From an optimization exercise on the open Yosys and OpenROAD flow, aimed at small area, a short achievable clock period and few clock cycles; shortcuts taken in it are not production practice.

Setup of fjord:
Design bfx_core, start of the top module:
module bfx_core (
    input  wire         clk,
    input  wire         rst,
    input  wire         cmd_valid,
    output wire         cmd_ready,
    input  wire [127:0] cmd_hdr,
    input  wire         pay_valid,
    output wire         pay_ready,
    input  wire [7:0]   pay_data,
    output wire         rsp_valid,
    input  wire         rsp_ready,
    output wire [7:0]   rsp_status,
    output wire [31:0]  rsp_value,
    output wire [31:0]  rsp_rlen,
    output wire         res_valid,
    input  wire         res_ready,
    output wire [7:0]   res_data
);
    localparam [7:0] OP_WRAP        = 8'h01, OP_ALLOCATE     = 8'h02,
                     OP_REMAINING   = 8'h03, OP_FLIP         = 8'h04,
                     OP_GET_BITS    = 8'h10, OP_GET_BITS_AT  = 8'h11,
                     OP_GET_BYTES   = 8'h12, OP_GET_BYTES_AT = 8'h13,
                     OP_PUT_BITS    = 8'h20, OP_PUT_BITS_AT  = 8'h21,
                     OP_PUT_BYTES   = 8'h22, OP_PUT_BYTES_AT = 8'h23,
                     OP_PUT_INT     = 8'h24, OP_PUT_SHORT    = 8'h25,
                     OP_ARRAY       = 8'h30, OP_USED_ARRAY   = 8'h31,
                     OP_PICK_MIDDLE = 8'h40, OP_PICK_LEFT    = 8'h41,
                     OP_PICK_RIGHT  = 8'h42, OP_RIGHT_MASK   = 8'h43,
                     OP_LEFT_MASK   = 8'h44;
    localparam [2:0] ST_OK = 3'd0, ST_INVALID_ARG = 3'd1, ST_OUT_OF_RANGE = 3'd2,
                     ST_ILLEGAL = 3'd3, ST_NO_BUFFER = 3'd4, ST_CAPACITY = 3'd5;
    reg         valid;
    reg [5:0]   len;           
    reg [2:0]   cap3;          
    reg [2:0]   pad;           
  ...
Size in the first run: about 3200 cells after synthesis, about 370 flip-flops, roughly 230 I/O pins, about 26000 sq um of cells after synthesis.
clock: 10.0 ns
lec_check: 0
abc_area: 1
cap_margin: 10
core_margin: 2
core_utilization: 40
setup_slack_margin: 5
slew_margin: 10
standard.sh (not shown) runs the stock make flow with config.mk's settings and CLKGATE_MAP_FILE= SYNTH_SCRIPT=/design/flow/synth_recipe.tcl, a recipe that flattens the netlist after the stock synthesis.
==> flow/flow/run.sh <==
#!/bin/bash
# Layout flow: the standard ORFS flow (same synthesis script, same
# config.mk and SDC) with these changes:
#  - port buffers of sky130_fd_sc_hd__buf_2 instead of the default pick;
#  - CTS without dummy loads;
#  - cap and slew margins of 10 percent.
set -euo pipefail
W=$PWD
make -C "$FLOW_HOME" DESIGN_CONFIG="$FLOW_CONFIG" WORK_HOME="$W/orfs" CLKGATE_MAP_FILE= \
    SYNTH_SCRIPT="$W/synth_recipe.tcl" ABC_AREA=1 CAP_MARGIN=10 CORE_MARGIN=2 \
    CORE_UTILIZATION=40 SETUP_SLACK_MARGIN=6 SLEW_MARGIN=10 \
    BUFFER_PORTS_ARGS="-buffer_cell sky130_fd_sc_hd__buf_2" \
    CTS_ARGS="-sink_clustering_enable -repair_clock_nets -dont_use_dummy_load" \
    finish > "$W/make_finish.log" 2>&1
: # left out here: write the final layout as DEF
#### Input delta (yarrow over fjord)
diff --git a/flow/design.v b/flow/design.v
--- a/flow/design.v
+++ b/flow/design.v
@@ -31,12 +31,13 @@
                      ST_ILLEGAL = 3'd3, ST_NO_BUFFER = 3'd4, ST_CAPACITY = 3'd5;
     reg         valid;
     reg [5:0]   len;           
     reg [2:0]   cap3;          
     reg [2:0]   pad;           
     reg [8:0]   pos;           
+    reg [8:0]   rem;           
     reg [255:0] store;
     reg         cmd_rdy;       
     reg         rsp_v;
     reg [2:0]   r_status;
     reg [8:0]   r_value;
     reg [5:0]   r_rlen;
@@ -110,13 +111,14 @@
     wire        clr      = c1 && ok_r && k_alloc;
     wire [7:0]  we_v     = clr ? 8'h00 : (k[0] ? mrg[7:0]  : mrg[15:8]);
     wire [7:0]  wo_v     = clr ? 8'h00 : (k[0] ? mrg[15:8] : mrg[7:0]);
     wire [3:0]  nr_at    = (bl[2:0] == 3'd0) ? 4'd8 : {1'b0, bl[2:0]};
     wire [3:0]  p_delta  = wact ? chunk : (c1 && k_getat) ? nr_at : 4'd8;
     wire [3:0]  pn_lo    = {1'b0, ptr[2:0]} + p_delta[3:0];
-    wire [8:0]  ptr_nx   = {ptr[8:3] + {5'd0, pn_lo[3]}, pn_lo[2:0]};
+    wire [5:0]  ptr_hi1  = ptr[8:3] + 6'd1;
+    wire [8:0]  ptr_nx   = {pn_lo[3] ? ptr_hi1 : ptr[8:3], pn_lo[2:0]};
     wire [8:0]  at_end  = r_value;
     wire        at_in   = b_hi_z && (ptr[7:3] < len) && (at_end <= len8);
     wire        at_abs  = (at_end <= len8p);
     wire        at_bad  = c1 && k_at && ok_r && !(at_in && (at_abs || !k_w));
     wire        mv      = c1 && ok_r && k_seq;
     wire [8:0]  pos_add = pos + bl;
@@ -181,13 +183,12 @@
     wire        a_le8   = (A[31:4] == 28'd0) && (A[3:0] <= 4'd8);
     wire        a_le16  = (A[31:5] == 27'd0) && (A[4:0] <= 5'd16);
     wire        a_le32  = (A[31:6] == 26'd0) && (A[5:0] <= 6'd32);
     wire        a_le256 = a_small && (a9 <= 9'd256);
     wire [8:0]  len8    = {len, 3'b000};
     wire [8:0]  len8p   = len8 - {6'd0, pad};
-    wire [8:0]  rem     = len8p - pos;
     wire        rem_lt  = !(a_small && (a9 <= rem));
     wire        in_stor = 1'b1;                            
     wire        abs_ok  = 1'b1;
     wire        gt_dlen = a_small && (C[31:6] == 26'd0) && (a9 > {C[5:0], 3'b000});
     wire        gt_full = (C[31:28] == 4'd0) && ({A[30:3], A[2:0] != 3'd0} > {C[27:0], 1'b0});
     wire        pb_big  = (op == OP_PUT_BYTES || op == OP_PUT_BYTES_AT) && !a_neg && !a_small;
@@ -287,13 +288,14 @@
     endfunction
     wire [7:0] s0       = store[255:248];
     wire [7:0] arr_mask = top_mask(cap3);
     wire [7:0] use_mask = top_mask(pos[2:0]);
     wire [7:0] lmask    = k_arr ? arr_mask : k_used ? use_mask : 8'hFF;
     wire [7:0] s0_arr   = s0 & ((len == 6'd1) ? arr_mask : 8'hFF);
-    wire [7:0] s0_used  = s0 & ((used_len == 6'd1) ? use_mask : 8'hFF);
+    wire       used_one = (pos[8:4] == 5'd0) && (pos[3] ? (pos[2:0] == 3'd0) : (pos[2:0] != 3'd0));
+    wire [7:0] s0_used  = s0 & (used_one ? use_mask : 8'hFF);
     wire [4:0] as_lo    = {1'b0, B[3:0]} + {1'b0, a9[3:0]};
     wire [4:0] as_h0    = B[8:4] + a9[8:4];
     wire [4:0] as_h1    = B[8:4] + a9[8:4] + 5'd1;
     wire [8:0] at_sum   = {as_lo[4] ? as_h1 : as_h0, as_lo[3:0]};
     wire [3:0] h_lo     = {1'b0, pos[2:0]} + {1'b0, a9[2:0]};
     wire       h_cy     = h_lo[3] || (a9[2:0] == 3'd0);
@@ -332,13 +334,13 @@
             cmd_rdy  <= 1'b0;
             c1       <= 1'b1;
             ok_r     <= ok;
             rsp_v    <= !(is_getat || is_putat || pb_big);
             k_big    <= pb_big;
             big_gt   <= gt_full;
-            res_v    <= (is_gbyt || is_arr || is_used) && (rlen != 6'd0);
+            res_v    <= (is_gbyt && a9 != 9'd0) || is_arr || (is_used && pos != 9'd0);
             pay_rdy  <= is_pay && !c_z && !is_putat;
             k_at     <= is_getat || is_putat;
             b_hi_z   <= (B[31:8] == 24'd0);
             r_status <= status;
             r_value  <= (is_getat || is_putat) ? at_sum : value;
             r_rlen   <= rlen;
@@ -388,12 +390,20 @@
                     len   <= bl[8:3] + {5'd0, bl[2:0] != 3'd0};
                     cap3  <= bl[2:0];
                     pad   <= 3'd0 - bl[2:0];
                 end
                 if (k_flip && pos[2:0] != 3'd0)
                     pad <= 3'd0 - pos[2:0];
+                if (k_wrap)
+                    rem <= {creg[5:0], 3'b000};
+                if (k_alloc)
+                    rem <= bl;                   
+                if (k_flip)
+                    rem <= len8 - {6'd0, (pos[2:0] != 3'd0) ? 3'd0 - pos[2:0] : pad};
+                if (k_seq)
+                    rem <= rem - bl;
             end
             if (pay_fire)
                 creg <= creg - 32'd1;
             if (wen) begin
                 bl <= bl_nx;
                 if (bl_last)
==> comparison <==
The number of clock sinks of yarrow exceeds that of fjord by 2.4%.
Biggest fanout along the worst timing path on yarrow is up relative to fjord.
From fjord to yarrow the numbers moved as follows: hold slack now sits higher, post-route clock period utilization decreased 2.0 points, detailed-routing iteration count for the pre-antenna-repair pass went up by 3, first-iteration DRC count dropped 11%, met3 demand-to-capacity share in global routing went down.
Compared with fjord, in yarrow fraction of area in clock buffers and inverters closely matched the old numbers; filler cell count increased by 360 relative to the old numbers; number of nets with antenna violations after routing closely matched the old numbers.
yarrow ended up with more standard cells than fjord.
Per the comparison of yarrow with fjord, mean area per synthesized cell decreased 0.068 sq um, multi-input combinational area share picked up an extra 0.89 points.
Function was not checked in any run of this note: the RTL went through the layout flow alone.

static timing again, ports no longer ideal:
Ports are ideal in the flow. The routed layouts listed here were re-timed in OpenROAD. Step 1, drivers: a clkbuf_16 drives clk and a buf_2 each remaining input, both assumed. Step 2 also shifts input and output timing later by t, the mid clock arrival at the registers, as if the neighbouring blocks saw the same clock. Three values: no drivers, after step 1, after step 2; two values: the first two.
run	t (ns)	setup slack, ns	cell pins on the clock port's net
fjord	0.627	5.786 / 5.786 / 5.467	1
yarrow	0.610	5.984 / 6.024 / 5.414	1
After both steps every run listed still meets setup and hold. For yarrow, which loses most, drivers alone change the setup slack by +0.040 ns; drivers and shift together by -0.570 ns.
